What follows belongs to an exercise in optimizing a design on an open flow for a short achievable clock period and few clock cycles; a production flow would make more cautious choices.
RTL that was checked went through simulation tests only; none was proved equivalent to the original.
For runs 4 and 5, only the layout was checked, not whether the RTL still works.
Power figures rest on the tool's default switching activity, not on a simulated workload.

[flow/flow/run.sh]
#!/bin/bash
set -o pipefail
MARGIN=${MARGIN:-6.5}
bash standard.sh SETUP_SLACK_MARGIN=$MARGIN \
    "BUFFER_PORTS_ARGS=-buffer_cell sky130_fd_sc_hd__buf_4" \
    "PLACE_PINS_ARGS=-min_distance 1 -min_distance_in_tracks" \
    finish > flow_standard.log 2>&1
rc=$?
cp -r orfs/logs/sky130hd/ost_ddmd/base orfs_logs 2>/dev/null
exit $rc
[flow/standard.sh]
#!/bin/bash
# synth_recipe.tcl (not shown) runs the flow's synth.tcl, then flattens the netlist and writes it again
# the make line also repeats each setting of config.mk as NAME=value (left out here)
make -C /OpenROAD-flow-scripts/flow DESIGN_CONFIG=/design/flow/config.mk WORK_HOME=/design/flow/orfs CLKGATE_MAP_FILE= SYNTH_SCRIPT=/design/flow/synth_recipe.tcl "${@:-finish}"
[flow/config.mk]
export PLATFORM = sky130hd
export DESIGN_NAME = ost_ddmd
export DESIGN_NICKNAME = ost_ddmd
export VERILOG_FILES = /design/flow/design.v
export SDC_FILE = /design/flow/constraint.sdc
export NUM_CORES = 4
export LEC_CHECK = 0
export CAP_MARGIN = 20
export CORE_AREA = 5 5 235 235
export CTS_CLUSTER_DIAMETER = 60
export CTS_CLUSTER_SIZE = 10
export DIE_AREA = 0 0 240 240
export SLEW_MARGIN = 40
export SYNTH_HIERARCHICAL = 1
export SYNTH_MINIMUM_KEEP_SIZE = 0
[flow/constraint.sdc]
create_clock -name core_clock -period 10.0 [get_ports {clk}]
set_input_delay 2.0000 -clock core_clock [delete_from_list [all_inputs] [get_ports {clk}]]
set_output_delay 2.0000 -clock core_clock [all_outputs]
set_load 0.01 [all_outputs]
[flow/design.v]
module ost_desc_decode (
    input  wire [63:0] raw_lo,
    input  wire [63:0] raw_hi,
    input  wire        wide,
    output wire [63:0] base,
    output wire [19:0] limit,
    output wire [3:0]  dtype,
    output wire        s,
    output wire [1:0]  dpl,
    output wire        p,
    output wire        avl,
    output wire        l,
    output wire        db,
    output wire        g
);
    assign limit = {raw_lo[51:48], raw_lo[15:0]};
    assign base  = {(wide ? raw_hi[31:0] : 32'h0), raw_lo[63:56], raw_lo[39:32], raw_lo[31:16]};
    assign dtype = raw_lo[43:40];
    assign s     = raw_lo[44];
    assign dpl   = raw_lo[46:45];
    assign p     = raw_lo[47];
    assign avl   = raw_lo[52];
    assign l     = raw_lo[53];
    assign db    = raw_lo[54];
    assign g     = raw_lo[55];
endmodule
module ost_sel_decode (
    input  wire [15:0] sel,
    output wire [1:0]  rpl,
    output wire        ti,
    output wire [12:0] index
);
    assign rpl   = sel[1:0];
    assign ti    = sel[2];
    assign index = sel[15:3];
endmodule
module ost_ddmd (
    input  wire         clk,
    input  wire         rst,
    input  wire         req_valid,
    output wire         req_ready,
    input  wire [31:0]  req_op,
    input  wire [31:0]  req_in_len,
    input  wire [31:0]  req_out_cap,
    input  wire [95:0]  req_in,         
    output wire         resp_valid,
    input  wire         resp_ready,
    output wire [1:0]   resp_status,
    output wire [31:0]  resp_bytes,
    output wire [319:0] resp_out,       
    output wire         prim_valid,
    output wire [2:0]   prim_cmd,
    output wire [63:0]  prim_addr,
    output wire [63:0]  prim_wdata,
    input  wire         prim_ack,
    input  wire [63:0]  prim_rdata,
    input  wire [15:0]  prim_rlimit,
    input  wire         prim_fault,
    output wire         faulted
);
    reg s_idle;      
    reg s_done;      
    reg s_fault;     
    reg s_prim;      
    reg s_msr;       
    reg s_rdsreg, s_sgdt, s_fix, s_memlo, s_memhi;
    reg s_clr;       
    reg ready_q, valid_q, pvalid_q;    
    reg [2:0]   cmd_q;
    reg [63:0]  addr_q;
    reg [63:0]  wdata_q;
    reg [1:0]   status_q;
    reg         bytes3_q, bytes5_q;
    reg [2:0]   cmd_o;
    reg [63:0]  addr_o;
    reg [63:0]  wdata_o;
    reg [3:0]   rq_o;
    reg [12:0]  idx_q;         
    reg         hi_ok_q;       
    reg [63:0]  out_lo;        
    reg [31:0]  f_base_lo;
    reg [31:0]  f_base_hi;
    reg [3:0]   f_type;
    reg         f_s, f_p, f_avl, f_l, f_db, f_g;
    reg [1:0]   f_dpl;
    reg [63:0]  f_raw_lo;
    reg [63:0]  f_raw_hi;
    assign req_ready   = ready_q;
    assign resp_valid  = valid_q;
    assign faulted     = s_fault;
    assign prim_valid  = pvalid_q;
    assign prim_cmd    = cmd_o;
    assign prim_addr   = addr_o;
    assign prim_wdata  = wdata_o;
    assign resp_status = rq_o[3:2];
    assign resp_bytes  = {26'd0, rq_o[0], 1'b0, rq_o[1], 3'd0};
    assign resp_out    = {f_raw_hi, f_raw_lo,
                          7'd0, f_g, 7'd0, f_db, 7'd0, f_l, 7'd0, f_avl,
                          7'd0, f_p, 6'd0, f_dpl, 7'd0, f_s, 4'd0, f_type,
                          f_base_hi, f_base_lo, out_lo};
    wire go_rd, go_wr, go_qs;
    wire [1:0] chk_status;
    wire       chk_b3;
    ost_req_check u_chk (
        .op(req_op), .len(req_in_len), .cap(req_out_cap), .seg(req_in[15:0]),
        .go_rd(go_rd), .go_wr(go_wr), .go_qs(go_qs),
        .status(chk_status), .b3(chk_b3)
    );
    wire        sel_ti    = prim_rdata[2];
    wire [12:0] sel_index = prim_rdata[15:3];
    wire sel_res;
    ost_sel_res u_res (.ti(sel_ti), .index(sel_index), .res(sel_res));
    wire [13:0] idx1 = {1'b0, idx_q} + 14'd1;
    wire lo_gt, hi_gt;
    ost_gt16 u_lo (.a({idx_q, 3'b111}), .b(prim_rlimit), .gt(lo_gt));
    ost_gt16 u_hi (.a({idx1[12:0], 3'b111}), .b(prim_rlimit), .gt(hi_gt));
    wire [12:0] ea_sum;
    wire        ea_co_n;
    ost_add13 u_add (.a(prim_rdata[15:3]), .b(idx_q), .s(ea_sum), .co_n(ea_co_n));
    wire acc, a_rd, a_sg, a_sg_n, e_done_n, e_prim_n, e_msr_n, e_rd_n, e_sg_n, e_ml_n;
    wire n_idle, n_ready, n_done, n_valid, n_prim, n_pvalid, n_fault;
    wire n_msr, n_rdsreg, n_sgdt, n_fix, n_memlo, n_memhi, n_clr;
    ost_next_early u_early (
        .rst(rst), .req_valid(req_valid), .resp_ready(resp_ready),
        .ack(prim_ack), .fault(prim_fault), .lo_s(prim_rdata[44]), .hi_ok(hi_ok_q),
        .s_idle(s_idle), .s_done(s_done), .s_prim(s_prim), .s_fault(s_fault),
        .s_msr(s_msr), .s_rdsreg(s_rdsreg), .s_sgdt(s_sgdt), .s_fix(s_fix),
        .s_memlo(s_memlo), .s_memhi(s_memhi), .s_clr(s_clr),
        .acc(acc), .a_rd(a_rd), .a_sg(a_sg), .a_sg_n(a_sg_n),
        .e_done_n(e_done_n), .e_prim_n(e_prim_n), .e_msr_n(e_msr_n), .e_rd_n(e_rd_n),
        .e_sg_n(e_sg_n), .e_ml_n(e_ml_n),
        .n_fault(n_fault), .n_memhi(n_memhi), .n_clr(n_clr)
    );
    ost_next u_next (
        .go_rd(go_rd), .go_wr(go_wr), .go_qs(go_qs), .res(sel_res), .gt(lo_gt), .co_n(ea_co_n),
        .acc(acc), .a_rd(a_rd), .a_sg(a_sg), .a_sg_n(a_sg_n),
        .e_done_n(e_done_n), .e_prim_n(e_prim_n), .e_msr_n(e_msr_n), .e_rd_n(e_rd_n),
        .e_sg_n(e_sg_n), .e_ml_n(e_ml_n),
        .n_done(n_done), .n_done2(n_valid), .n_prim(n_prim), .n_prim2(n_pvalid),
        .n_msr(n_msr), .n_rdsreg(n_rdsreg), .n_sgdt(n_sgdt), .n_fix(n_fix), .n_memlo(n_memlo)
    );
    ost_idle_next u_idle  (.rst(rst), .req_valid(req_valid), .resp_ready(resp_ready),
                           .s_idle(s_idle), .s_done(s_done), .n_idle(n_idle));
    ost_idle_next u_ready (.rst(rst), .req_valid(req_valid), .resp_ready(resp_ready),
                           .s_idle(s_idle), .s_done(s_done), .n_idle(n_ready));
    always @(posedge clk) begin
        s_idle   <= n_idle;
        ready_q  <= n_ready;
        s_done   <= n_done;
        valid_q  <= n_valid;
        s_prim   <= n_prim;
        pvalid_q <= n_pvalid;
        s_fault  <= n_fault;
        s_msr    <= n_msr;
        s_rdsreg <= n_rdsreg;
        s_sgdt   <= n_sgdt;
        s_fix    <= n_fix;
        s_memlo  <= n_memlo;
        s_memhi  <= n_memhi;
        s_clr    <= n_clr;
    end
    wire [63:0] dec_base;
    wire [19:0] dec_limit;
    wire [3:0]  dec_type;
    wire        dec_s, dec_p, dec_avl, dec_l, dec_db, dec_g;
    wire [1:0]  dec_dpl;
    ost_desc_decode u_dec (
        .raw_lo (prim_rdata),
        .raw_hi (64'd0),
        .wide   (1'b0),
        .base   (dec_base),
        .limit  (dec_limit),
        .dtype  (dec_type),
        .s      (dec_s),
        .dpl    (dec_dpl),
        .p      (dec_p),
        .avl    (dec_avl),
        .l      (dec_l),
        .db     (dec_db),
        .g      (dec_g)
    );
    wire in_prim = s_prim | s_fix;
    wire [63:0] wdata_d;
    ost_ao22 #(64) u_wdata (.a({64{s_idle}}), .b(req_in[95:32]), .c({64{~s_idle}}), .d(wdata_q), .y(wdata_d));
    wire [63:0] wdata_od;
    ost_ao22 #(64) u_wdata_o (.a({64{s_idle}}), .b(req_in[95:32]), .c({64{~s_idle}}), .d(wdata_q), .y(wdata_od));
    wire [3:0] rq_d, rq_od;
    ost_ao22 #(4) u_rq (.a({4{s_idle}}), .b({chk_status, chk_b3, go_qs}),
                        .c({4{~s_idle}}), .d({status_q, bytes3_q, bytes5_q}), .y(rq_d));
    ost_ao22 #(4) u_rq_o (.a({4{s_idle}}), .b({chk_status, chk_b3, go_qs}),
                          .c({4{~s_idle}}), .d({status_q, bytes3_q, bytes5_q}), .y(rq_od));
    always @(posedge clk) begin
        wdata_q <= wdata_d;
        wdata_o <= wdata_od;
        {status_q, bytes3_q, bytes5_q} <= rq_d;
        rq_o    <= rq_od;
    end
    wire [2:0] cmd_d;
    ost_cmd_next u_cmd (
        .s_idle(s_idle), .s_rdsreg(s_rdsreg), .s_sgdt(s_sgdt), .ack(prim_ack),
        .op(req_op[1:0]), .q(cmd_q), .d(cmd_d)
    );
    wire [2:0] cmd_od;
    ost_cmd_next u_cmd_o (
        .s_idle(s_idle), .s_rdsreg(s_rdsreg), .s_sgdt(s_sgdt), .ack(prim_ack),
        .op(req_op[1:0]), .q(cmd_q), .d(cmd_od)
    );
    always @(posedge clk) begin
        cmd_q <= cmd_d;
        cmd_o <= cmd_od;
    end
    wire [63:0] addr_inc;
    assign addr_inc[63:16] = s_fix ? addr_q[63:16] + 48'd1 : addr_q[63:16];
    assign addr_inc[15:0]  = addr_q[15:0];
    wire [63:0] addr_nx8 = {addr_q[63:3] + 61'd1, addr_q[2:0]};
    wire [63:0] addr_oth, addr_d, addr_od;
    ost_addr_other u_aoth (
        .s_idle(s_idle), .s_memlo(s_memlo), .ack(prim_ack),
        .rq(req_in[31:0]), .nx8(addr_nx8), .q(addr_inc), .d(addr_oth)
    );
    ost_mux2n #(64) u_amux (
        .s(s_sgdt), .sn(~s_sgdt),
        .a({prim_rdata[63:16], ea_sum, prim_rdata[2:0]}), .b(addr_oth), .y(addr_d)
    );
    ost_mux2n #(64) u_amux_o (
        .s(s_sgdt), .sn(~s_sgdt),
        .a({prim_rdata[63:16], ea_sum, prim_rdata[2:0]}), .b(addr_oth), .y(addr_od)
    );
    always @(posedge clk) begin
        addr_q <= addr_d;
        addr_o <= addr_od;
    end
    wire [12:0] idx_d;
    ost_ao22 #(13) u_idx (.a({13{s_rdsreg}}), .b(sel_index), .c({13{~s_rdsreg}}), .d(idx_q), .y(idx_d));
    wire hi_d;
    ost_ao22 #(1) u_hi_ok (.a(s_sgdt), .b(~hi_gt & ~idx1[13]), .c(~s_sgdt), .d(hi_ok_q), .y(hi_d));
    always @(posedge clk) begin
        idx_q   <= idx_d;
        hi_ok_q <= hi_d;
    end
    wire [63:0] out_lo_new = s_msr   ? prim_rdata :
                             s_memlo ? {12'd0, dec_limit, 7'd0, ~prim_rdata[44], 7'd0, 1'b1, out_lo[15:0]} :
                                       {out_lo[63:16], prim_rdata[15:0]};
    wire [63:0] out_lo_ld = {{48{s_msr | s_memlo}}, {16{s_msr | s_rdsreg}}};
    wire [63:0] out_lo_hd = {{48{~s_idle & ~s_msr & ~s_memlo & ~s_clr}}, {16{~s_idle & ~s_msr & ~s_rdsreg}}};
    wire [63:0] out_lo_d;
    ost_ao22 #(64) u_out_lo (.a(out_lo_ld), .b(out_lo_new), .c(out_lo_hd), .d(out_lo), .y(out_lo_d));
    always @(posedge clk) out_lo <= out_lo_d;
    wire [109:0] lo_new = {dec_base[31:0], dec_type, dec_s, dec_dpl, dec_p, dec_avl,
                           dec_l, dec_db, dec_g, prim_rdata};
    wire [109:0] lo_q   = {f_base_lo, f_type, f_s, f_dpl, f_p, f_avl, f_l, f_db, f_g, f_raw_lo};
    wire [109:0] lo_d;
    ost_ao22 #(110) u_lo_f (.a({110{s_memlo}}), .b(lo_new), .c({110{~s_idle & ~s_memlo & ~s_clr}}), .d(lo_q), .y(lo_d));
    always @(posedge clk)
        {f_base_lo, f_type, f_s, f_dpl, f_p, f_avl, f_l, f_db, f_g, f_raw_lo} <= lo_d;
    wire [95:0] hi_q = {f_base_hi, f_raw_hi};
    wire [95:0] hi_f_d;
    ost_ao22 #(96) u_hi_f (.a({96{s_memhi}}), .b({prim_rdata[31:0], prim_rdata}),
                           .c({96{~s_idle & ~s_memhi}}), .d(hi_q), .y(hi_f_d));
    always @(posedge clk) {f_base_hi, f_raw_hi} <= hi_f_d;
endmodule
module ost_ao22 #(parameter W = 1) (
    input  wire [W-1:0] a,
    input  wire [W-1:0] b,
    input  wire [W-1:0] c,
    input  wire [W-1:0] d,
    output wire [W-1:0] y
);
    assign y = (a & b) | (c & d);
endmodule
module ost_cmd_next (
    input  wire       s_idle, input wire s_rdsreg, input wire s_sgdt, input wire ack,
    input  wire [1:0] op,
    input  wire [2:0] q,
    output wire [2:0] d
);
    wire to_sgdt  = s_rdsreg & ack;
    wire to_memrd = s_sgdt & ack;
    wire hold     = ~s_idle & ~to_sgdt & ~to_memrd;
    assign d[0] = (s_idle & op[1] & ~op[0]) | to_sgdt | (hold & q[0]);
    assign d[1] = (s_idle & op[1] & op[0]) | to_sgdt | (hold & q[1]);
    assign d[2] = to_memrd | (hold & q[2]);
endmodule
module ost_inv (input wire a, output wire y);
    assign y = ~a;
endmodule
module ost_nor2 (input wire a, input wire b, output wire y);
    assign y = ~(a | b);
endmodule
module ost_nand2 (input wire a, input wire b, output wire y);
    assign y = ~(a & b);
endmodule
module ost_nor3 (input wire a, input wire b, input wire c, output wire y);
    assign y = ~(a | b | c);
endmodule
module ost_nand3 (input wire a, input wire b, input wire c, output wire y);
    assign y = ~(a & b & c);
endmodule
module ost_nand4 (input wire a, input wire b, input wire c, input wire d, output wire y);
    assign y = ~(a & b & c & d);
endmodule
module ost_aoi21 (input wire a, input wire b, input wire c, output wire y);
    assign y = ~((a & b) | c);
endmodule
module ost_oai21 (input wire a, input wire b, input wire c, output wire y);
    assign y = ~((a | b) & c);
endmodule
module ost_oai31 (input wire a, input wire b, input wire c, input wire d, output wire y);
    assign y = ~((a | b | c) & d);
endmodule
module ost_xnor2 (input wire a, input wire b, output wire y);
    assign y = ~(a ^ b);
endmodule
module ost_xor2 (input wire a, input wire b, output wire y);
    assign y = a ^ b;
endmodule
module ost_req_check (
    input  wire [31:0] op,
    input  wire [31:0] len,
    input  wire [31:0] cap,
    input  wire [15:0] seg,
    output wire        go_rd,      
    output wire        go_wr,      
    output wire        go_qs,      
    output wire [1:0]  status,     
    output wire        b3          
);
    genvar k;
    wire [14:0] z1o;
    wire [13:0] z1l;
    wire [12:0] z1c;
    wire [6:0]  z1s;
    generate
        for (k = 0; k < 15; k = k + 1) begin : o1
            ost_nor2 u (.a(op[2+2*k]), .b(op[3+2*k]), .y(z1o[k]));
        end
        for (k = 0; k < 14; k = k + 1) begin : l1
            ost_nor2 u (.a(len[4+2*k]), .b(len[5+2*k]), .y(z1l[k]));
        end
        for (k = 0; k < 13; k = k + 1) begin : c1
            ost_nor2 u (.a(cap[6+2*k]), .b(cap[7+2*k]), .y(z1c[k]));
        end
        for (k = 0; k < 6; k = k + 1) begin : s1
            ost_nor2 u (.a(seg[3+2*k]), .b(seg[4+2*k]), .y(z1s[k]));
        end
    endgenerate
    ost_inv   u_s15 (.a(seg[15]), .y(z1s[6]));
    wire zl32, zl321, nl32, zc543, c40n, s21n;
    ost_nor2  u_zl32  (.a(len[3]), .b(len[2]), .y(zl32));
    ost_nor3  u_zl321 (.a(len[3]), .b(len[2]), .c(len[1]), .y(zl321));
    ost_nand2 u_nl32  (.a(len[3]), .b(len[2]), .y(nl32));
    ost_nor3  u_zc543 (.a(cap[5]), .b(cap[4]), .c(cap[3]), .y(zc543));
    ost_oai21 u_c40n  (.a(cap[4]), .b(cap[3]), .c(cap[5]), .y(c40n));
    ost_nand2 u_s21n  (.a(seg[2]), .b(seg[1]), .y(s21n));
    wire op0n, op1n, sel_rd, sel_wr, sel_qs, sel_any;
    ost_inv   u_op0n (.a(op[0]), .y(op0n));
    ost_inv   u_op1n (.a(op[1]), .y(op1n));
    ost_nor2  u_selrd (.a(op[1]), .b(op0n), .y(sel_rd));
    ost_nor2  u_selwr (.a(op1n), .b(op[0]), .y(sel_wr));
    ost_nor2  u_selqs (.a(op1n), .b(op0n), .y(sel_qs));
    ost_nand2 u_selany (.a(op1n), .b(op0n), .y(sel_any));
    wire [4:0] n2o, n2l, n2c;
    wire [2:0] n2s;
    generate
        for (k = 0; k < 5; k = k + 1) begin : o2
            ost_nand3 u (.a(z1o[3*k]), .b(z1o[3*k+1]), .c(z1o[3*k+2]), .y(n2o[k]));
        end
        for (k = 0; k < 4; k = k + 1) begin : l2
            ost_nand3 u (.a(z1l[3*k]), .b(z1l[3*k+1]), .c(z1l[3*k+2]), .y(n2l[k]));
        end
        for (k = 0; k < 3; k = k + 1) begin : c2
            ost_nand3 u (.a(z1c[3*k]), .b(z1c[3*k+1]), .c(z1c[3*k+2]), .y(n2c[k]));
        end
    endgenerate
    ost_nand2 u_l2x (.a(z1l[12]), .b(z1l[13]), .y(n2l[4]));
    ost_nand2 u_c2x (.a(z1c[9]),  .b(z1c[10]), .y(n2c[3]));
    ost_nand2 u_c2y (.a(z1c[11]), .b(z1c[12]), .y(n2c[4]));
    ost_nand3 u_s2a (.a(z1s[0]), .b(z1s[1]), .c(z1s[2]), .y(n2s[0]));
    ost_nand2 u_s2b (.a(z1s[3]), .b(z1s[4]), .y(n2s[1]));
    ost_nand2 u_s2c (.a(z1s[5]), .b(z1s[6]), .y(n2s[2]));
    wire zoa, zob, zla, zlb, zca, zcb, zs;
    ost_nor3 u_zoa (.a(n2o[0]), .b(n2o[1]), .c(n2o[2]), .y(zoa));
    ost_nor2 u_zob (.a(n2o[3]), .b(n2o[4]), .y(zob));
    ost_nor3 u_zla (.a(n2l[0]), .b(n2l[1]), .c(n2l[2]), .y(zla));
    ost_nor2 u_zlb (.a(n2l[3]), .b(n2l[4]), .y(zlb));
    ost_nor3 u_zca (.a(n2c[0]), .b(n2c[1]), .c(n2c[2]), .y(zca));
    ost_nor2 u_zcb (.a(n2c[3]), .b(n2c[4]), .y(zcb));
    ost_nor3 u_zs  (.a(n2s[0]), .b(n2s[1]), .c(n2s[2]), .y(zs));
    wire len_ge4, len_ge2, len_ge12, cap_ge8, cap_ge40;
    ost_nand3 u_lge4  (.a(zla), .b(zlb), .c(zl32),  .y(len_ge4));
    ost_nand3 u_lge2  (.a(zla), .b(zlb), .c(zl321), .y(len_ge2));
    ost_nand3 u_lge12 (.a(zla), .b(zlb), .c(nl32),  .y(len_ge12));
    ost_nand3 u_cge8  (.a(zca), .b(zcb), .c(zc543), .y(cap_ge8));
    ost_nand3 u_cge40 (.a(zca), .b(zcb), .c(c40n),  .y(cap_ge40));
    wire oprd_n, opwr_n, opqs_n, opok_n, seg_bad;
    ost_nand3 u_oprd (.a(zoa), .b(zob), .c(sel_rd),  .y(oprd_n));
    ost_nand3 u_opwr (.a(zoa), .b(zob), .c(sel_wr),  .y(opwr_n));
    ost_nand3 u_opqs (.a(zoa), .b(zob), .c(sel_qs),  .y(opqs_n));
    ost_nand3 u_opok (.a(zoa), .b(zob), .c(sel_any), .y(opok_n));
    ost_nand2 u_segb (.a(zs), .b(s21n), .y(seg_bad));
    wire rds_n, qss_n, wrs_n, op_ok;
    ost_nand2 u_rds (.a(len_ge4), .b(cap_ge8),  .y(rds_n));
    ost_nand2 u_qss (.a(len_ge2), .b(cap_ge40), .y(qss_n));
    ost_inv   u_wrs (.a(len_ge12), .y(wrs_n));
    ost_inv   u_ok  (.a(opok_n), .y(op_ok));
    wire qs_sz;
    ost_nor2 u_gord (.a(oprd_n), .b(rds_n), .y(go_rd));
    ost_nor2 u_gowr (.a(opwr_n), .b(wrs_n), .y(go_wr));
    ost_nor3 u_goqs (.a(opqs_n), .b(qss_n), .c(seg_bad), .y(go_qs));
    ost_nor2 u_qssz (.a(opqs_n), .b(qss_n), .y(qs_sz));
    wire inv_n, b3_n;
    ost_nor3  u_st0 (.a(go_rd), .b(go_wr), .c(qs_sz), .y(status[0]));
    ost_nand2 u_invn (.a(qs_sz), .b(seg_bad), .y(inv_n));
    ost_nand2 u_st1 (.a(op_ok), .b(inv_n), .y(status[1]));
    ost_nor2  u_b3n (.a(go_rd), .b(go_qs), .y(b3_n));
    ost_inv   u_b3  (.a(b3_n), .y(b3));
endmodule
module ost_sel_res (
    input  wire        ti,
    input  wire [12:0] index,
    output wire        res       
);
    wire [6:0] z1;
    wire [2:0] n2;
    wire       z13;
    genvar k;
    generate
        for (k = 0; k < 6; k = k + 1) begin : a
            ost_nor2 u (.a(index[2*k]), .b(index[2*k+1]), .y(z1[k]));
        end
    endgenerate
    ost_inv   u_z12 (.a(index[12]), .y(z1[6]));
    ost_nand3 u_n0 (.a(z1[0]), .b(z1[1]), .c(z1[2]), .y(n2[0]));
    ost_nand2 u_n1 (.a(z1[3]), .b(z1[4]), .y(n2[1]));
    ost_nand2 u_n2 (.a(z1[5]), .b(z1[6]), .y(n2[2]));
    ost_nor3  u_z (.a(n2[0]), .b(n2[1]), .c(n2[2]), .y(z13));
    ost_nor2  u_r (.a(ti), .b(z13), .y(res));
endmodule
module ost_gt16 (
    input  wire [15:0] a,
    input  wire [15:0] b,
    output wire        gt
);
    wire [15:0] an = ~a;
    wire [15:0] g0, p0;
    wire [7:0]  g1n, p1n;
    wire [3:0]  g2, p2;
    wire [1:0]  g3n, p3n;
    genvar i;
    generate
        for (i = 0; i < 16; i = i + 1) begin : l0
            ost_nor2  ug (.a(an[i]), .b(b[i]), .y(g0[i]));
            ost_nand2 up (.a(an[i]), .b(b[i]), .y(p0[i]));
        end
        for (i = 0; i < 8; i = i + 1) begin : l1
            ost_aoi21 ug (.a(p0[2*i+1]), .b(g0[2*i]), .c(g0[2*i+1]), .y(g1n[i]));
            ost_nand2 up (.a(p0[2*i+1]), .b(p0[2*i]), .y(p1n[i]));
        end
        for (i = 0; i < 4; i = i + 1) begin : l2
            ost_oai21 ug (.a(p1n[2*i+1]), .b(g1n[2*i]), .c(g1n[2*i+1]), .y(g2[i]));
            ost_nor2  up (.a(p1n[2*i+1]), .b(p1n[2*i]), .y(p2[i]));
        end
        for (i = 0; i < 2; i = i + 1) begin : l3
            ost_aoi21 ug (.a(p2[2*i+1]), .b(g2[2*i]), .c(g2[2*i+1]), .y(g3n[i]));
            ost_nand2 up (.a(p2[2*i+1]), .b(p2[2*i]), .y(p3n[i]));
        end
    endgenerate
    ost_oai21 u4 (.a(p3n[1]), .b(g3n[0]), .c(g3n[1]), .y(gt));
endmodule
module ost_add13 (
    input  wire [12:0] a,
    input  wire [12:0] b,
    output wire [12:0] s,
    output wire        co_n
);
    wire [12:0] g0n, p0n, t;
    wire [12:0] g1, p1, g2n, p2n, g3, p3, g4n;
    genvar i;
    generate
        for (i = 0; i < 13; i = i + 1) begin : l0
            ost_nand2 ug (.a(a[i]), .b(b[i]), .y(g0n[i]));
            ost_nor2  up (.a(a[i]), .b(b[i]), .y(p0n[i]));
        end
        for (i = 0; i < 13; i = i + 1) begin : l1
            if (i < 1) begin : k
                ost_inv ug (.a(g0n[i]), .y(g1[i]));
                ost_inv up (.a(p0n[i]), .y(p1[i]));
            end else begin : c
                ost_oai21 ug (.a(p0n[i]), .b(g0n[i-1]), .c(g0n[i]), .y(g1[i]));
                ost_nor2  up (.a(p0n[i]), .b(p0n[i-1]), .y(p1[i]));
            end
        end
        for (i = 0; i < 13; i = i + 1) begin : l2
            if (i < 2) begin : k
                ost_inv ug (.a(g1[i]), .y(g2n[i]));
                ost_inv up (.a(p1[i]), .y(p2n[i]));
            end else begin : c
                ost_aoi21 ug (.a(p1[i]), .b(g1[i-2]), .c(g1[i]), .y(g2n[i]));
                ost_nand2 up (.a(p1[i]), .b(p1[i-2]), .y(p2n[i]));
            end
        end
        for (i = 0; i < 13; i = i + 1) begin : l3
            if (i < 4) begin : k
                ost_inv ug (.a(g2n[i]), .y(g3[i]));
                ost_inv up (.a(p2n[i]), .y(p3[i]));
            end else begin : c
                ost_oai21 ug (.a(p2n[i]), .b(g2n[i-4]), .c(g2n[i]), .y(g3[i]));
                ost_nor2  up (.a(p2n[i]), .b(p2n[i-4]), .y(p3[i]));
            end
        end
        for (i = 0; i < 13; i = i + 1) begin : l4
            if (i < 8) begin : k
                ost_inv ug (.a(g3[i]), .y(g4n[i]));
            end else begin : c
                ost_aoi21 ug (.a(p3[i]), .b(g3[i-8]), .c(g3[i]), .y(g4n[i]));
            end
        end
        for (i = 0; i < 13; i = i + 1) begin : sm
            if (i < 1) begin : k
                ost_xnor2 ut (.a(a[i]), .b(b[i]), .y(t[i]));     
                ost_inv   us (.a(t[i]), .y(s[i]));
            end else begin : c
                ost_xor2  ut (.a(a[i]), .b(b[i]), .y(t[i]));     
                ost_xnor2 us (.a(t[i]), .b(g4n[i-1]), .y(s[i]));
            end
        end
    endgenerate
    assign co_n = g4n[12];
endmodule
module ost_next_early (
    input  wire rst, input wire req_valid, input wire resp_ready,
    input  wire ack, input wire fault, input wire lo_s, input wire hi_ok,
    input  wire s_idle, input wire s_done, input wire s_prim, input wire s_fault,
    input  wire s_msr, input wire s_rdsreg, input wire s_sgdt, input wire s_fix,
    input  wire s_memlo, input wire s_memhi, input wire s_clr,
    output wire acc, output wire a_rd, output wire a_sg, output wire a_sg_n,
    output wire e_done_n, output wire e_prim_n, output wire e_msr_n, output wire e_rd_n,
    output wire e_sg_n, output wire e_ml_n,
    output wire n_fault, output wire n_memhi, output wire n_clr
);
    wire rstn = ~rst;
    assign acc    = rstn & s_idle & req_valid;
    assign a_rd   = rstn & ack & s_rdsreg;
    assign a_sg   = rstn & ack & s_sgdt;
    assign a_sg_n = ~(rstn & ack & s_sgdt);
    wire ok = ack & ~fault;
    assign e_done_n = ~(rstn & ((s_done & ~resp_ready) | (ok & (s_msr | s_memhi | (s_memlo & lo_s))) | s_clr));
    assign e_prim_n = ~(rstn & (s_fix | (s_prim & ~ack) | (ok & s_memlo & ~lo_s & hi_ok)));
    assign e_msr_n  = ~(rstn & s_msr & ~ack);
    assign e_rd_n   = ~(rstn & s_rdsreg & ~ack);
    assign e_sg_n   = ~(rstn & s_sgdt & ~ack);
    assign e_ml_n   = ~(rstn & (s_fix | (s_memlo & ~ack)));
    assign n_fault  = rstn & (s_fault | (ack & fault & (s_msr | s_memlo | s_memhi)));
    assign n_memhi  = rstn & ((ok & s_memlo & ~lo_s & hi_ok) | (s_memhi & ~ack));
    assign n_clr    = rstn & ok & s_memlo & ~lo_s & ~hi_ok;
endmodule
module ost_idle_next (
    input  wire rst, input wire req_valid, input wire resp_ready,
    input  wire s_idle, input wire s_done,
    output wire n_idle
);
    assign n_idle = rst | (s_idle & ~req_valid) | (s_done & resp_ready);
endmodule
module ost_next (
    input  wire go_rd, input wire go_wr, input wire go_qs,    
    input  wire res,                                          
    input  wire gt,                                           
    input  wire co_n,                                         
    input  wire acc, input wire a_rd, input wire a_sg, input wire a_sg_n,
    input  wire e_done_n, input wire e_prim_n, input wire e_msr_n, input wire e_rd_n,
    input  wire e_sg_n, input wire e_ml_n,
    output wire n_done, output wire n_done2, output wire n_prim, output wire n_prim2,
    output wire n_msr, output wire n_rdsreg, output wire n_sgdt, output wire n_fix,
    output wire n_memlo
);
    wire go_n, unres, gt_n;
    ost_nor3 u_gon (.a(go_rd), .b(go_wr), .c(go_qs), .y(go_n));
    ost_inv  u_unr (.a(res), .y(unres));
    ost_inv  u_gtn (.a(gt), .y(gt_n));
    wire t_acc_stop, t_acc_go, t_acc_msr, t_acc_qs, t_rd_stop, t_rd_go, t_sg_stop, t_sg_go;
    ost_nand2 u_t1 (.a(acc), .b(go_n), .y(t_acc_stop));
    ost_oai31 u_t2 (.a(go_rd), .b(go_wr), .c(go_qs), .d(acc), .y(t_acc_go));
    ost_oai21 u_t3 (.a(go_rd), .b(go_wr), .c(acc), .y(t_acc_msr));
    ost_nand2 u_t4 (.a(acc), .b(go_qs), .y(t_acc_qs));
    ost_nand2 u_t5 (.a(a_rd), .b(unres), .y(t_rd_stop));
    ost_nand2 u_t6 (.a(a_rd), .b(res), .y(t_rd_go));
    ost_nand2 u_t7 (.a(a_sg), .b(gt), .y(t_sg_stop));
    ost_nand3 u_t8 (.a(a_sg), .b(gt_n), .c(co_n), .y(t_sg_go));
    ost_nand4 u_done  (.a(t_acc_stop), .b(t_rd_stop), .c(t_sg_stop), .d(e_done_n), .y(n_done));
    ost_nand4 u_done2 (.a(t_acc_stop), .b(t_rd_stop), .c(t_sg_stop), .d(e_done_n), .y(n_done2));
    ost_nand4 u_prim  (.a(t_acc_go), .b(t_rd_go), .c(t_sg_go), .d(e_prim_n), .y(n_prim));
    ost_nand4 u_prim2 (.a(t_acc_go), .b(t_rd_go), .c(t_sg_go), .d(e_prim_n), .y(n_prim2));
    ost_nand2 u_msr   (.a(t_acc_msr), .b(e_msr_n), .y(n_msr));
    ost_nand2 u_rdsreg (.a(t_acc_qs), .b(e_rd_n), .y(n_rdsreg));
    ost_nand2 u_sgdt  (.a(t_rd_go), .b(e_sg_n), .y(n_sgdt));
    ost_nor3  u_fix   (.a(a_sg_n), .b(gt), .c(co_n), .y(n_fix));
    ost_nand2 u_memlo (.a(t_sg_go), .b(e_ml_n), .y(n_memlo));
endmodule
module ost_addr_other (
    input  wire        s_idle, input wire s_memlo, input wire ack,
    input  wire [31:0] rq,
    input  wire [63:0] nx8,
    input  wire [63:0] q,
    output wire [63:0] d
);
    assign d = (s_memlo & ack) ? nx8 : (s_idle ? {q[63:32], rq} : q);
endmodule
module ost_mux2n #(parameter W = 1) (
    input  wire         s,       
    input  wire         sn,      
    input  wire [W-1:0] a,
    input  wire [W-1:0] b,
    output wire [W-1:0] y
);
    wire [W-1:0] an, bn;
    genvar i;
    generate
        for (i = 0; i < W; i = i + 1) begin : m
            ost_nand2 ua (.a(s),  .b(a[i]), .y(an[i]));
            ost_nand2 ub (.a(sn), .b(b[i]), .y(bn[i]));
            ost_nand2 uy (.a(an[i]), .b(bn[i]), .y(y[i]));
        end
    endgenerate
endmodule
==> results.cfg, run 1 <==
[setup_path]
worstSetupPathType = flip-flop to flip-flop
worst_setup_path_end_kind = flip-flop
r2r_end = addr_o[57]
worstSetupEndpoint = addr_o[57]
category_of_the_worst_setup_path_launch_point = flip-flop
setup.reg_to_reg.worst_slack_ps = 6860
cp_data_arrival_time_ps = 3630
cp-startpoint = s_fix
worstRegToRegCells = 8
required_ps = 10500
reg2reg_from = s_fix
crit_path_max_fanout = 10

[floorplan]
fp.dieW_um = 240
start_util_pct = 46.98
floorplan.rows = 84
die_area_mm2 = 0.05760
die-height_um = 240
io-pin-count = 767
coreArea_mm2 = 0.05245

[detailed_routing]
overall_via_count_from_detail_route = 22060
total_wirelength_of_the_detailed_routed_design_um = 84660
post_drt_wl_per_cell_um = 21.06
route.antenna.remaining_nets = 0
detail_route.vias_per_cell = 5.487
drtPass1Iterations = 7
detailedRoute.firstIterationViolations = 1399
drc_errors = 0

[synth]
synth_area_mm2 = 0.02464
synthCells = 2667
syn_area_per_cell_um2 = 9.238
yosys_warnings = 7

[placed_design]
place.detailed.hpwl_um = 61800
dp_slack_ps = 6408
place_congestion = 0.9406
buffer_ports.inserted = 680

[cts]
htree_levels = 3
clock_tree.root_cell = sky130_fd_sc_hd__clkbuf_16
number_of_buffers_added_by_the_clock_tree_synthesis_step = 68
clkSlewWorstSetupHoldPaths_ps = 50
worstSkewPairLatency_ps = 610
cts_tree = built
cts-root-to-sink-buffers = 3
cts_num_sinks = 566
post_cts_buffers = 0
ctsHoldBuffers = 0
post_cts_resized = 0

[timing]
final.setup_skew_ps = 22.31
fin_tns_setup_ps = 0
slew_headroom_pct = 43.54
min_period_over_period_pct = 31.35
tightestPinTransition_ps = 846.8
timing.final.max_slew_violations = 0
finalWorstPathRequiredPeriod_ps = 3135
hold_viol_final = 0
grt_setup_unrepaired = no
fin_hold_ws_ps = 453.0
setup_viol = 0
final_critical_path_setup_slack_ps = 6865
achievable_freq_mhz = 319.0

[power]
clock_power_share_pct = 42.9
internal_power_uw = 3824
power.switching_fraction_pct = 24.77
seq_pwr_share_pct = 47.4
ir_drop_v = 0.0001173
total_power_uw = 5083
power.switching_uw = 1259
power_leakage_uw = 0.01463
power.density_cell_area_mw_per_mm2 = 160.9
comb_power_share_pct = 9.7

[status]
outcome = timing/DRC/antenna clean

[global_routing]
grt_start_max_net_pins = 103
grt_first_pass_wirelength_um = 125400
vias_in_the_first_global_route = 21020
antenna_found_initial = 8
grt-ovfl-total = 0
grt_use_total_pct = 27.45

[hold_path]
hp-class = flip-flop to flip-flop
hold_depth = 1

[final_layout]
layout_cell_share_with_drive_strength_beyond_1_pct = 27.30
num-fill-cells = 4642
final_core_util_pct = 60.25
final_nets = 3591
area_growth_syn_to_layout_pct = 28.26

[job]
cap_violations = 0
[flip-flops by register name (all words and copies together) (netlist names), 32 cells and up]
name       flops
f_raw_lo      64
f_base_lo     32
addr_q        64
addr_o        64
wdata_o       64
f_base_hi     32
out_lo        64
f_raw_hi      64
wdata_q       64
[layout make-up]
cell class              count  area [um2]  area share [%]
repair buffers            697        5254           16.63
inverters                  74       285.3          0.9028
multi-input cells        1903       11940           37.78
well taps                 688       860.8           2.724
diodes                      6       15.01         0.04751
clock buffers              76        1763           5.579
clock inverters            10       135.1          0.4276
flip-flops and latches    566       11350           35.92
[through the flow]
step	area, um2	cells
final	31600	4020
after global routing	31600	4020
after CTS	31560	4014
after detailed placement	29660	3928
after global placement	29650	3928
after floorplan	25010	2753
[worst max-delay path, cell delays in order (launching register included)]
cell	delay, ps
sky130_fd_sc_hd__dfxtp_1	650
sky130_fd_sc_hd__nand4_1	320
sky130_fd_sc_hd__or4_1	670
sky130_fd_sc_hd__nor3_1	650
sky130_fd_sc_hd__nand2b_1	190
sky130_fd_sc_hd__xnor2_1	160
sky130_fd_sc_hd__mux2_4	260
sky130_fd_sc_hd__nand2_1	60
sky130_fd_sc_hd__nand2_1	50
[power by group through the flow]
| stage | Combinational [uW] | Clock (uW) | Sequential (uW) |
|---|---|---|---|
| 5_1_grt | 532 | 2330 | 2420 |
| 2_1_floorplan | 251 | 0 | 2460 |
| 4_1_cts | 490 | 2230 | 2410 |
| 6_report | 493 | 2180 | 2410 |
| 3_3_place_gp | 477 | 0 | 2450 |
| 3_5_place_dp | 487 | 0 | 2450 |
[worst min-delay path by stage]
stage / start / endpoint / slack [ps]
floorplan: bytes3_q / bytes3_q / 440
finish: wdata_q[51] / wdata_o[51] / 450
CTS: wdata_q[20] / wdata_o[20] / 460
global placement: wdata_q[34] / wdata_o[34] / 450
detailed placement: wdata_q[58] / wdata_o[58] / 450
global route: wdata_q[10] / wdata_o[10] / 470
[metal layers]
layer  vias up  global-route usage (%)  wire length (um)
met5         -                       0                23
met4         4                   11.90              3867
met3       180                   8.763              7978
met2       897                   40.79             36400
met1     10530                   36.87             36390
li1      10450                       -                 -
[placed cells by master (no fill, tap or decap), types with 24 or more instances in the layout]
cell,instances
sky130_fd_sc_hd__a21oi_2,36
sky130_fd_sc_hd__a22o_1,444
sky130_fd_sc_hd__buf_4,692
sky130_fd_sc_hd__clkbuf_16,69
sky130_fd_sc_hd__conb_1,88
sky130_fd_sc_hd__dfxtp_1,561
sky130_fd_sc_hd__inv_1,71
sky130_fd_sc_hd__mux2_4,30
sky130_fd_sc_hd__mux2i_1,53
sky130_fd_sc_hd__nand2_1,558
sky130_fd_sc_hd__nand3_1,86
sky130_fd_sc_hd__nand4_1,42
sky130_fd_sc_hd__nor2_1,189
sky130_fd_sc_hd__nor3_1,24
sky130_fd_sc_hd__o21ai_1,65
sky130_fd_sc_hd__xnor2_1,70
sky130_fd_sc_hd__xor2_1,71
Testbench counts, summed over its fixed seeds: cycles 50,336.
==> run 2, diff against run 1 <==
--- a/flow/flow/run.sh
+++ b/flow/flow/run.sh
@@ -1,5 +1,5 @@
 #!/bin/bash
 set -o pipefail
-MARGIN=${MARGIN:-6.5}
+MARGIN=${MARGIN:-7.5}
 bash standard.sh SETUP_SLACK_MARGIN=$MARGIN \
     "BUFFER_PORTS_ARGS=-buffer_cell sky130_fd_sc_hd__buf_4" \
==> results.cfg, run 2 <==
[placed_design]
dp_slack_ps = 6423
place.detailed.hpwl_um = 61590
buffer_ports.inserted = 680
place_congestion = 0.8930

[global_routing]
grt-ovfl-total = 0
antenna_found_initial = 1
grt_use_total_pct = 28.66
grt_start_max_net_pins = 129
vias_in_the_first_global_route = 22450
grt_first_pass_wirelength_um = 131400

[timing]
hold_viol_final = 0
setup_viol = 0
timing.final.max_slew_violations = 0
achievable_freq_mhz = 326.8
fin_tns_setup_ps = 0
grt_setup_unrepaired = yes
min_period_over_period_pct = 30.60
final_critical_path_setup_slack_ps = 6940
slew_headroom_pct = 44.09
finalWorstPathRequiredPeriod_ps = 3060
tightestPinTransition_ps = 838.6
final.setup_skew_ps = 12.83

[detailed_routing]
detailedRoute.firstIterationViolations = 1651
post_drt_wl_per_cell_um = 21.17
overall_via_count_from_detail_route = 23280
detail_route.vias_per_cell = 5.516
route.antenna.remaining_nets = 0
drc_errors = 0
total_wirelength_of_the_detailed_routed_design_um = 89350
drtPass1Iterations = 5

[power]
comb_power_share_pct = 11.2
clock_power_share_pct = 41.4
internal_power_uw = 3861
ir_drop_v = 0.0001131
power_leakage_uw = 0.01667
power.switching_fraction_pct = 24.59
seq_pwr_share_pct = 47.4
power.switching_uw = 1259
power.density_cell_area_mw_per_mm2 = 139.8

[synth]
synthCells = 2667
yosys_warnings = 7
synth_area_mm2 = 0.02464
syn_area_per_cell_um2 = 9.238

[cts]
cts_num_sinks = 566
clkSlewWorstSetupHoldPaths_ps = 60
cts-root-to-sink-buffers = 3
htree_levels = 3
cts_tree = built
number_of_buffers_added_by_the_clock_tree_synthesis_step = 67
clock_tree.root_cell = sky130_fd_sc_hd__clkbuf_16
worstSkewPairLatency_ps = 600

[setup_path]
reg2reg_from = addr_q[20]
worstSetupPathType = flip-flop to output port
cp_data_arrival_time_ps = 1060
timing.critical_path.cells = buf_6
critical_path_depth = 1
cp-startpoint = out_lo[42]
category_of_the_worst_setup_path_launch_point = flip-flop
crit_path_max_fanout = 2
crit_path_top_delay_cell = sky130_fd_sc_hd__dfxtp_2
required_ps = 8000
worstRegToRegCells = 8
worst_setup_path_end_kind = output port
top_family_by_delay_on_critical_path = flip-flops
crit_buf_inv = 1
critical_path.max_stage_delay_ps = 340

[job]
cap_violations = 0

[final_layout]
final_core_util_pct = 69.81
final_nets = 3801
area_growth_syn_to_layout_pct = 48.59
most_common_cell_after_layout_fill_and_taps_aside = sky130_fd_sc_hd__nand2_1
most-common-layout-cells = sky130_fd_sc_hd__nand2_1 (536), sky130_fd_sc_hd__buf_4 (447), sky130_fd_sc_hd__a22o_1 (444)
num-fill-cells = 3995
layout_cell_share_with_drive_strength_beyond_1_pct = 48.61

[hold_path]
hp-class = flip-flop to flip-flop
min_from = wdata_q[4]
hold_depth = 1

[floorplan]
start_util_pct = 46.98
fp.dieW_um = 240
die_area_mm2 = 0.05760
floorplan.rows = 84
io-pin-count = 767
coreArea_mm2 = 0.05245
die-height_um = 240

[status]
outcome = timing/DRC/antenna clean
-- run 2: layout make-up --
| type | instances | area, um2 | share of cell area [%] |
|---|---|---|---|
| inverters | 74 | 295.3 | 0.8065 |
| diodes | 1 | 2.502 | 0.006835 |
| clock inverters | 7 | 80.08 | 0.2187 |
| flip-flops and latches | 566 | 11930 | 32.58 |
| multi-input cells | 1906 | 13020 | 35.56 |
| repair buffers | 905 | 8693 | 23.74 |
| well taps | 688 | 860.8 | 2.351 |
| clock buffers | 74 | 1734 | 4.737 |
-- run 2: path summary, 6_finish.rpt --
check            endpoint  slack (ps)
max          resp_out[42]        6940
min            wdata_o[4]         460
max reg2reg    addr_o[47]        7520
min reg2reg    wdata_o[4]         460
-- run 2: metrics by stage --
stage / cell area [um2] / hold slack [ps] / std cells / total power, uW
6_report: 36610 / 455.7 / 4221 / 5120
3_3_place_gp: 29940 / 446.8 / 3929 / 2938
4_1_cts: 35790 / 449.8 / 4175 / 5133
3_5_place_dp: 30020 / 449.8 / 3932 / 2949
5_1_grt: 36610 / 473.9 / 4221 / 5303
2_1_floorplan: 25400 / 440.5 / 2753 / 2724
-- run 2: per-layer routing --
layer | global-route usage [%] | part of all wire, % | vias to the layer above
met3 | 7.421 | 8.4 | 232
met1 | 37.39 | 41 | 11190
met5 | 0 | 0 | -
met2 | 44.82 | 45 | 988
met4 | 13.14 | 5.0 | 0
li1 | - | - | 10870
-- run 2: what timing repair did --
action	4_1_cts	5_1_grt
gates resized for setup	972	124
gates cloned	2	1
pin swaps	77	87
hold buffers	0	0
buffers inserted	160	44
endpoints found under the setup margin	685	614
-- run 2: power groups by stage --
stage | Clock [uW] | Sequential (uW) | Combinational, uW
6_report | 2120 | 2430 | 574
5_1_grt | 2250 | 2440 | 614
4_1_cts | 2160 | 2430 | 547
3_5_place_dp | 0 | 2460 | 493
3_3_place_gp | 0 | 2450 | 484
2_1_floorplan | 0 | 2460 | 261
==> run 3, diff against run 2 <==
--- a/flow/flow/run.sh
+++ b/flow/flow/run.sh
@@ -1,5 +1,5 @@
 #!/bin/bash
 set -o pipefail
-MARGIN=${MARGIN:-7.5}
+MARGIN=${MARGIN:-7}
 bash standard.sh SETUP_SLACK_MARGIN=$MARGIN \
     "BUFFER_PORTS_ARGS=-buffer_cell sky130_fd_sc_hd__buf_4" \
==> results.cfg, run 3 <==
[status]
outcome = timing/DRC/antenna clean

[floorplan]
fp.dieW_um = 240
coreArea_mm2 = 0.05245
start_util_pct = 46.98
die-height_um = 240
die_area_mm2 = 0.05760
io-pin-count = 767
floorplan.rows = 84

[cts]
htree_levels = 3
cts-root-to-sink-buffers = 3
number_of_buffers_added_by_the_clock_tree_synthesis_step = 67
cts_num_sinks = 566
worstSkewPairLatency_ps = 590
clock_tree.root_cell = sky130_fd_sc_hd__clkbuf_16
cts_tree = built
clkSlewWorstSetupHoldPaths_ps = 50
ctsHoldBuffers = 0

[synth]
yosys_warnings = 7
synthCells = 2667
synth_area_mm2 = 0.02464
syn_area_per_cell_um2 = 9.238

[timing]
timing.final.max_slew_violations = 0
tightestPinTransition_ps = 823.4
grt_setup_unrepaired = yes
finalWorstPathRequiredPeriod_ps = 3053
min_period_over_period_pct = 30.53
fin_tns_setup_ps = 0
achievable_freq_mhz = 327.6
final.setup_skew_ps = 25.13
fin_hold_ws_ps = 446.4
setup_viol = 0
hold_viol_final = 0
slew_headroom_pct = 45.11

[power]
ir_drop_v = 0.0001077
power_leakage_uw = 0.01575
power.density_cell_area_mw_per_mm2 = 146.7

[detailed_routing]
detailedRoute.firstIterationViolations = 1442
drtPass1Iterations = 7
detail_route.vias_per_cell = 5.475
post_drt_wl_per_cell_um = 21.18
drc_errors = 0
total_wirelength_of_the_detailed_routed_design_um = 87420
overall_via_count_from_detail_route = 22600
route.antenna.remaining_nets = 0

[final_layout]
most-common-layout-cells = sky130_fd_sc_hd__nand2_1 (557), sky130_fd_sc_hd__a22o_1 (444), sky130_fd_sc_hd__buf_6 (412)
most_common_cell_after_layout_fill_and_taps_aside = sky130_fd_sc_hd__nand2_1
layout_cell_share_with_drive_strength_beyond_1_pct = 42.07
final_nets = 3701
final_core_util_pct = 65.91
area_growth_syn_to_layout_pct = 40.29

[setup_path]
worstSetupPathType = flip-flop to output port
worst_setup_path_end_kind = output port
category_of_the_worst_setup_path_launch_point = flip-flop
r2r_end = addr_o[47]
timing.critical_path.cells = buf_6
required_ps = 8000
reg2reg_from = addr_q[18]
crit_buf_inv = 1
setup.reg_to_reg.worst_slack_ps = 7110
crit_path_top_delay_cell = sky130_fd_sc_hd__dfxtp_2
worstSetupEndpoint = resp_out[305]
top_family_by_delay_on_critical_path = flip-flops
cp_data_arrival_time_ps = 1050
critical_path.max_stage_delay_ps = 350
worstRegToRegCells = 8
critical_path_depth = 1
cp-startpoint = f_raw_hi[49]
crit_path_max_fanout = 2

[global_routing]
grt-busiest-layer = met2
grt-ovfl-total = 0
grtUsageMet3_pct = 8.293
grt_use_total_pct = 28.31
vias_in_the_first_global_route = 21970
grt_start_max_net_pins = 99
grt.met1_usage_pct = 36.96
antenna_found_initial = 8
global_route.usage.met2_pct = 42.94
grt_first_pass_wirelength_um = 129400

[job]
cap_violations = 0

[hold_path]
min_from = wdata_q[4]
hp-class = flip-flop to flip-flop

[placed_design]
place_congestion = 0.9684
buffer_ports.inserted = 680
place.detailed.hpwl_um = 62550
-- run 3: where the power goes --
part | internal (uW) | leakage, uW | switching [uW]
clock network | 1220 | 0.000888 | 899
logic | 254 | 0.0101 | 271
registers | 2360 | 0.00480 | 69.8
-- run 3: cell type report --
class                      instances  area (um2)
fill                            4173       17880
inverter                          74       284.0
timing repair buffer             808        7652
tap                              688       860.8
clock inverter                     8       80.08
sequential                       566       11860
clock buffer                      73        1730
antenna                            7       17.52
multi-input combinational       1903       12080
-- run 3: worst min path at each step --
stage	end	slack, ps	cells past startpoint
after global placement	wdata_o[44]	450	1
after detailed placement	wdata_o[5]	450	1
after floorplan	bytes3_q	440	1
after global routing	wdata_o[59]	460	1
final	wdata_o[4]	450	1
after CTS	wdata_o[4]	450	1
-- run 3: repair_timing --
item	4_1_cts	5_1_grt
resized for setup	793	31
setup endpoints to repair	422	474
buffers inserted	95	13
-- run 3: metrics by stage --
stage / total power, uW / std cells / setup slack (ps) / cell area, um2
final: 5071 / 4127 / 6947 / 34560
after global routing: 5257 / 4127 / 6906 / 34560
after CTS: 5102 / 4106 / 6914 / 34330
after detailed placement: 2944 / 3930 / 6253 / 29790
after global placement: 2930 / 3928 / 5855 / 29730
after floorplan: 2715 / 2753 / 6716 / 25110
-- run 3: layer usage --
metal	share of wire (%)	vias to the layer above
met5	0.015	-
met1	41	10800
met2	44	948
li1	-	10660
met3	9.4	185
met4	5.1	2
==> run 4, diff against run 3 <==
--- a/flow/design.v
+++ b/flow/design.v
@@ -74,5 +74,4 @@
     reg [2:0]   cmd_o;
     reg [63:0]  addr_o;
-    reg [63:0]  wdata_o;
     reg [3:0]   rq_o;
     reg [12:0]  idx_q;         
@@ -92,5 +91,5 @@
     assign prim_cmd    = cmd_o;
     assign prim_addr   = addr_o;
-    assign prim_wdata  = wdata_o;
+    assign prim_wdata  = wdata_q;
     assign resp_status = rq_o[3:2];
     assign resp_bytes  = {26'd0, rq_o[0], 1'b0, rq_o[1], 3'd0};
@@ -183,6 +182,4 @@
     wire [63:0] wdata_d;
     ost_ao22 #(64) u_wdata (.a({64{s_idle}}), .b(req_in[95:32]), .c({64{~s_idle}}), .d(wdata_q), .y(wdata_d));
-    wire [63:0] wdata_od;
-    ost_ao22 #(64) u_wdata_o (.a({64{s_idle}}), .b(req_in[95:32]), .c({64{~s_idle}}), .d(wdata_q), .y(wdata_od));
     wire [3:0] rq_d, rq_od;
     ost_ao22 #(4) u_rq (.a({4{s_idle}}), .b({chk_status, chk_b3, go_qs}),
@@ -192,5 +189,4 @@
     always @(posedge clk) begin
         wdata_q <= wdata_d;
-        wdata_o <= wdata_od;
         {status_q, bytes3_q, bytes5_q} <= rq_d;
         rq_o    <= rq_od;
==> results.cfg, run 4 <==
[setup_path]
cp_data_arrival_time_ps = 1080
critical_path.max_stage_delay_ps = 350
worst_setup_path_end_kind = output port
reg2reg_from = addr_q[22]
required_ps = 8000
setup.reg_to_reg.worst_slack_ps = 7160
top_family_by_delay_on_critical_path = flip-flops
crit_buf_inv = 1
worstRegToRegCells = 8
r2r_end = addr_o[47]
timing.critical_path.cells = buf_6
crit_path_max_fanout = 3
category_of_the_worst_setup_path_launch_point = flip-flop
crit_path_top_delay_cell = sky130_fd_sc_hd__dfxtp_2
worstSetupPathType = flip-flop to output port

[floorplan]
die_area_mm2 = 0.05760
die-height_um = 240
fp.dieW_um = 240
floorplan.rows = 84
coreArea_mm2 = 0.05245
start_util_pct = 43.47
io-pin-count = 767

[timing]
min_period_over_period_pct = 30.79
fin_tns_setup_ps = 0
slew_headroom_pct = 44.46
setup_viol = 0
final.setup_skew_ps = 15.95
hold_viol_final = 0
grt_setup_unrepaired = yes
tightestPinTransition_ps = 833.1
finalWorstPathRequiredPeriod_ps = 3079
timing.final.max_slew_violations = 0
achievable_freq_mhz = 324.8

[power]
ir_drop_v = 0.0001226
power.density_cell_area_mw_per_mm2 = 138.6
power_leakage_uw = 0.01489
total_power_uw = 4507

[global_routing]
vias_in_the_first_global_route = 20950
antenna_found_initial = 11
grt_first_pass_wirelength_um = 124300
grt_start_max_net_pins = 95
grt-ovfl-total = 0
grt_use_total_pct = 27.20

[cts]
worstSkewPairLatency_ps = 620
cts-root-to-sink-buffers = 3
cts_num_sinks = 502
number_of_buffers_added_by_the_clock_tree_synthesis_step = 59
htree_levels = 2
cts_tree = built
clock_tree.root_cell = sky130_fd_sc_hd__clkbuf_16
clkSlewWorstSetupHoldPaths_ps = 50

[synth]
yosys_warnings = 7
synthCells = 2539
synth_area_mm2 = 0.02280
syn_area_per_cell_um2 = 8.979

[status]
outcome = timing/DRC/antenna clean

[placed_design]
place.detailed.hpwl_um = 59880
place_congestion = 0.8888
buffer_ports.inserted = 680

[hold_path]
hp-class = flip-flop to flip-flop
hold_depth = 1
min_delay_worst_endpoint = f_base_hi[11]
min_from = f_base_hi[11]

[final_layout]
final_core_util_pct = 62.02
most-common-layout-cells = sky130_fd_sc_hd__nand2_1 (557), sky130_fd_sc_hd__buf_6 (412), sky130_fd_sc_hd__dfxtp_2 (407)
multi_input_area_mm2 = 0.01151
most_common_cell_after_layout_fill_and_taps_aside = sky130_fd_sc_hd__nand2_1
layout_cell_share_with_drive_strength_beyond_1_pct = 43.77
final_nets = 3570
seqCellArea_mm2 = 0.01058
num-fill-cells = 4514
area_growth_syn_to_layout_pct = 42.69

[detailed_routing]
overall_via_count_from_detail_route = 21290
total_wirelength_of_the_detailed_routed_design_um = 83880
drtPass1Iterations = 5
dr.max_layer_used = met5
drc_errors = 0
route.antenna.remaining_nets = 0
routed-wl-met3_um = 6381
post_drt_wl_per_cell_um = 20.98
drt-met1-wl_um = 32670
detail_route.vias_per_cell = 5.324
route.met2.wl_um = 40230
detailedRoute.firstIterationViolations = 1178

[job]
cap_violations = 0
## run 4: worst max-delay path by stage
| stage | startpoint | end | slack (ps) | cells after the start |
|---|---|---|---|---|
| floorplan | s_memlo | f_avl | 6770 | 4 |
| global placement | prim_ack | addr_o[26] | 6150 | 6 |
| detailed placement | prim_ack | addr_o[25] | 6150 | 6 |
| CTS | out_lo[50] | resp_out[50] | 6880 | 1 |
| global route | out_lo[9] | resp_out[9] | 6880 | 1 |
| finish | out_lo[13] | resp_out[13] | 6920 | 1 |
## run 4: per-stage QoR
step	std cells	cell area, um2	hold slack [ps]	worst slack (ps)
floorplan	2625	23290	440.5	6766
global placement	3799	27900	453.8	6150
detailed placement	3800	27940	453.9	6150
CTS	3970	32300	468.0	6882
global route	3996	32520	474.4	6877
finish	3998	32530	468.4	6921
## run 4: per-layer routing
layer  vias up  GRT usage, %
met5         -             0
met4         6         12.83
met3       206         7.008
met2       822         46.05
met1     10120         32.37
li1      10130             -
## run 4: timing repair
| item | in CTS | in global routing |
|---|---|---|
| buffers inserted | 97 | 19 |
| resized for setup | 814 | 11 |
| endpoints found under the setup margin | 447 | 425 |
| hold buffers | 0 | 0 |
## run 4: report_power, final
part	switching, uW	internal (uW)	total (uW)
registers	63.3	2070	2130
logic	256	233	489
clock network	823	1060	1880
## run 4: worst reg2reg max path: stages (launching register included)
cell and delay [ps]:
sky130_fd_sc_hd__dfxtp_1 540, sky130_fd_sc_hd__nand3_1 300, sky130_fd_sc_hd__or3_4 500, sky130_fd_sc_hd__or3_4 430, sky130_fd_sc_hd__or4_4 440, sky130_fd_sc_hd__xnor2_2 140, sky130_fd_sc_hd__mux2_4 280, sky130_fd_sc_hd__nand2_1 60
sky130_fd_sc_hd__nand2_1 50
## run 4: layout make-up
type	instances	share of cell area (%)
Antenna cell	9	0.06924
Clock buffer	64	4.662
Clock inverter	9	0.2385
Inverter	74	0.8770
Multi-Input combinational cell	1839	35.40
Sequential cell	502	32.53
Tap cell	688	2.646
Timing Repair Buffer	813	23.58
==> run 5, diff against run 4 <==
--- a/flow/design.v
+++ b/flow/design.v
@@ -74,4 +74,5 @@
     reg [2:0]   cmd_o;
     reg [63:0]  addr_o;
+    reg [63:0]  wdata_o;
     reg [3:0]   rq_o;
     reg [12:0]  idx_q;         
@@ -91,11 +92,14 @@
     assign prim_cmd    = cmd_o;
     assign prim_addr   = addr_o;
-    assign prim_wdata  = wdata_q;
+    assign prim_wdata  = wdata_o;
     assign resp_status = rq_o[3:2];
     assign resp_bytes  = {26'd0, rq_o[0], 1'b0, rq_o[1], 3'd0};
-    assign resp_out    = {f_raw_hi, f_raw_lo,
-                          7'd0, f_g, 7'd0, f_db, 7'd0, f_l, 7'd0, f_avl,
-                          7'd0, f_p, 6'd0, f_dpl, 7'd0, f_s, 4'd0, f_type,
-                          f_base_hi, f_base_lo, out_lo};
+    reg [63:0]  out_lo_o;
+    reg [107:0] lo_f_o;        
+    reg [95:0]  hi_f_o;        
+    assign resp_out    = {hi_f_o[63:0], lo_f_o[63:0],
+                          7'd0, lo_f_o[64], 7'd0, lo_f_o[65], 7'd0, lo_f_o[66], 7'd0, lo_f_o[67],
+                          7'd0, lo_f_o[68], 6'd0, lo_f_o[70:69], 7'd0, lo_f_o[71], 4'd0, lo_f_o[75:72],
+                          hi_f_o[95:64], lo_f_o[107:76], out_lo_o};
     wire go_rd, go_wr, go_qs;
     wire [1:0] chk_status;
@@ -182,4 +186,6 @@
     wire [63:0] wdata_d;
     ost_ao22 #(64) u_wdata (.a({64{s_idle}}), .b(req_in[95:32]), .c({64{~s_idle}}), .d(wdata_q), .y(wdata_d));
+    wire [63:0] wdata_od;
+    ost_ao22 #(64) u_wdata_o (.a({64{s_idle}}), .b(req_in[95:32]), .c({64{~s_idle}}), .d(wdata_q), .y(wdata_od));
     wire [3:0] rq_d, rq_od;
     ost_ao22 #(4) u_rq (.a({4{s_idle}}), .b({chk_status, chk_b3, go_qs}),
@@ -189,4 +195,5 @@
     always @(posedge clk) begin
         wdata_q <= wdata_d;
+        wdata_o <= wdata_od;
         {status_q, bytes3_q, bytes5_q} <= rq_d;
         rq_o    <= rq_od;
@@ -242,5 +249,10 @@
     wire [63:0] out_lo_d;
     ost_ao22 #(64) u_out_lo (.a(out_lo_ld), .b(out_lo_new), .c(out_lo_hd), .d(out_lo), .y(out_lo_d));
-    always @(posedge clk) out_lo <= out_lo_d;
+    wire [63:0] out_lo_od;
+    ost_ao22 #(64) u_out_lo_o (.a(out_lo_ld), .b(out_lo_new), .c(out_lo_hd), .d(out_lo), .y(out_lo_od));
+    always @(posedge clk) begin
+        out_lo   <= out_lo_d;
+        out_lo_o <= out_lo_od;
+    end
     wire [109:0] lo_new = {dec_base[31:0], dec_type, dec_s, dec_dpl, dec_p, dec_avl,
                            dec_l, dec_db, dec_g, prim_rdata};
@@ -248,11 +260,21 @@
     wire [109:0] lo_d;
     ost_ao22 #(110) u_lo_f (.a({110{s_memlo}}), .b(lo_new), .c({110{~s_idle & ~s_memlo & ~s_clr}}), .d(lo_q), .y(lo_d));
-    always @(posedge clk)
+    wire [109:0] lo_od;
+    ost_ao22 #(110) u_lo_f_o (.a({110{s_memlo}}), .b(lo_new), .c({110{~s_idle & ~s_memlo & ~s_clr}}), .d(lo_q), .y(lo_od));
+    always @(posedge clk) begin
         {f_base_lo, f_type, f_s, f_dpl, f_p, f_avl, f_l, f_db, f_g, f_raw_lo} <= lo_d;
+        lo_f_o <= lo_od;
+    end
     wire [95:0] hi_q = {f_base_hi, f_raw_hi};
     wire [95:0] hi_f_d;
     ost_ao22 #(96) u_hi_f (.a({96{s_memhi}}), .b({prim_rdata[31:0], prim_rdata}),
                            .c({96{~s_idle & ~s_memhi}}), .d(hi_q), .y(hi_f_d));
-    always @(posedge clk) {f_base_hi, f_raw_hi} <= hi_f_d;
+    wire [95:0] hi_f_od;
+    ost_ao22 #(96) u_hi_f_o (.a({96{s_memhi}}), .b({prim_rdata[31:0], prim_rdata}),
+                             .c({96{~s_idle & ~s_memhi}}), .d(hi_q), .y(hi_f_od));
+    always @(posedge clk) begin
+        {f_base_hi, f_raw_hi} <= hi_f_d;
+        hi_f_o <= hi_f_od;
+    end
 endmodule
 module ost_ao22 #(parameter W = 1) (
==> results.cfg, run 5 <==
[synth]
yosys_warnings = 7
syn_area_per_cell_um2 = 10.11
synthCells = 3197
synth_area_mm2 = 0.03231

[setup_path]
cp_data_arrival_time_ps = 1100
r2r_end = out_lo[59]
critical_path.max_stage_delay_ps = 340
setup.reg_to_reg.worst_slack_ps = 7100
reg2reg_from = s_memlo
worstSetupPathType = flip-flop to output port
worstRegToRegCells = 5
required_ps = 8000
top_family_by_delay_on_critical_path = flip-flops
worst_setup_path_end_kind = output port
crit_path_max_fanout = 1
crit_path_top_delay_cell = sky130_fd_sc_hd__dfxtp_2
category_of_the_worst_setup_path_launch_point = flip-flop
crit_buf_inv = 1
timing.critical_path.cells = buf_6

[floorplan]
fp.dieW_um = 240
io-pin-count = 767
start_util_pct = 61.60
coreArea_mm2 = 0.05245
floorplan.rows = 84
die_area_mm2 = 0.05760
die-height_um = 240

[detailed_routing]
drtPass1Iterations = 5
drc_errors = 0
post_drt_wl_per_cell_um = 22.81
detailedRoute.firstIterationViolations = 2376
route.antenna.remaining_nets = 0
total_wirelength_of_the_detailed_routed_design_um = 104800
detail_route.vias_per_cell = 6.108
overall_via_count_from_detail_route = 28070

[timing]
finalWorstPathRequiredPeriod_ps = 3096
min_period_over_period_pct = 30.96
fin_hold_ws_ps = 465.6
hold_viol_final = 0
tightestPinTransition_ps = 848.0
grt_setup_unrepaired = yes
achievable_freq_mhz = 323.0
fin_tns_setup_ps = 0
setup_viol = 0
final.setup_skew_ps = 27.70
timing.final.max_slew_violations = 0
slew_headroom_pct = 43.46

[power]
power_leakage_uw = 0.01854
ir_drop_v = 0.0001434
power.density_cell_area_mw_per_mm2 = 168.5

[global_routing]
antenna_found_initial = 12
grt-ovfl-total = 0
vias_in_the_first_global_route = 26880
grt_first_pass_wirelength_um = 156000
grt_start_max_net_pins = 217
grt_use_total_pct = 33.95

[job]
cap_violations = 0

[final_layout]
final_nets = 4161
max_ffs_per_register = 108
most_common_cell_after_layout_fill_and_taps_aside = sky130_fd_sc_hd__a22o_1
area_growth_syn_to_layout_pct = 30.64
layout_cell_share_with_drive_strength_beyond_1_pct = 34.69
largestRegisters = lo_f_o x108, hi_f_o x96
largest_register_by_flop_count = lo_f_o
most-common-layout-cells = sky130_fd_sc_hd__a22o_1 (712), sky130_fd_sc_hd__nand2_1 (558), sky130_fd_sc_hd__dfxtp_1 (428)

[hold_path]
min_from = f_raw_lo[32]
hp-class = flip-flop to flip-flop
hold_depth = 1
min_delay_worst_endpoint = lo_f_o[32]

[cts]
ctsHoldBuffers = 0
cts_tree = built
cts_num_sinks = 834
number_of_buffers_added_by_the_clock_tree_synthesis_step = 96
htree_levels = 3
cts-root-to-sink-buffers = 3
clock_tree.root_cell = sky130_fd_sc_hd__clkbuf_16
worstSkewPairLatency_ps = 640
clkSlewWorstSetupHoldPaths_ps = 60

[placed_design]
place.detailed.hpwl_um = 66790
buffer_ports.inserted = 680
place_congestion = 0.9686

[status]
outcome = timing/DRC/antenna clean
-- run 5: timing repair --
action / in CTS / in global routing
setup buffers: 1 / 1
setup endpoints to repair: 509 / 515
pin swaps: 0 / 1
resized for setup: 761 / 61
-- run 5: per-stage QoR --
| stage | std cells | worst slack (ps) | total power, uW | util, % | cell area, um2 |
|---|---|---|---|---|---|
| 6_report | 4595 | 6905 | 7111 | 80.47 | 42200 |
| 3_3_place_gp | 4466 | 6423 | 4049 | 71.27 | 37380 |
| 2_1_floorplan | 3283 | -2951 | 3826 | - | 32660 |
| 5_1_grt | 4594 | 6885 | 7323 | 80.47 | 42200 |
| 4_1_cts | 4581 | 6880 | 7096 | 80.08 | 42000 |
| 3_5_place_dp | 4467 | 6389 | 4072 | 71.34 | 37420 |
-- run 5: area by class of cell --
cell class	count	area [um2]
Clock buffer	101	2431
Fill cell	3076	10240
Multi-Input combinational cell	2171	14320
Sequential cell	834	17220
Timing Repair Buffer	703	6894
Tap cell	688	860.8
Antenna cell	12	30.03
Clock inverter	12	172.7
Inverter	74	281.5
-- run 5: per-layer routing --
metal	vias to the layer above	track usage (%)	routed length, um
met5	-	0.7576	56
met4	4	17.38	5826
met3	284	10.12	10410
met2	1446	54.52	49290
met1	13670	41.56	39240
li1	12670	-	-
-- run 5: worst max-delay path by stage --
stage / start / cells after the start / to
6_report: lo_f_o[24] / 1 / resp_out[216]
5_1_grt: addr_o[25] / 1 / prim_addr[25]
4_1_cts: addr_o[32] / 1 / prim_addr[32]
3_5_place_dp: req_op[13] / 9 / valid_q
3_3_place_gp: req_op[9] / 9 / valid_q
2_1_floorplan: s_memlo / 4 / f_avl
-- run 5: power by group --
group	switching (uW)	internal, uW
clock	1310	1720
sequential	71.3	3420
combinational	322	257

what the ideal ports hide:
In the flow no input, the clock included, has a driving cell. The finished layouts below were timed again as built, in two steps.
Step 1 assumes that a clkbuf_16 drives the clock port and a buf_2 every other input.
Step 2 also shifts input and output timing later by t, the mid clock arrival at the registers, as if the neighbouring blocks saw the same clock.
Slacks: ideal ports / drivers / drivers and shift; pairs: ideal ports / drivers.
run	shift t [ns]	setup slack, ns
run 1	0.664	6.865 / 6.804 / 6.344
run 2	0.655	6.940 / 6.874 / 6.439
run 3	0.639	6.947 / 6.888 / 6.412
run 4	0.675	6.921 / 6.859 / 6.486
run 5	0.690	6.904 / 6.841 / 6.393
After both steps setup and hold are still met in every run listed.
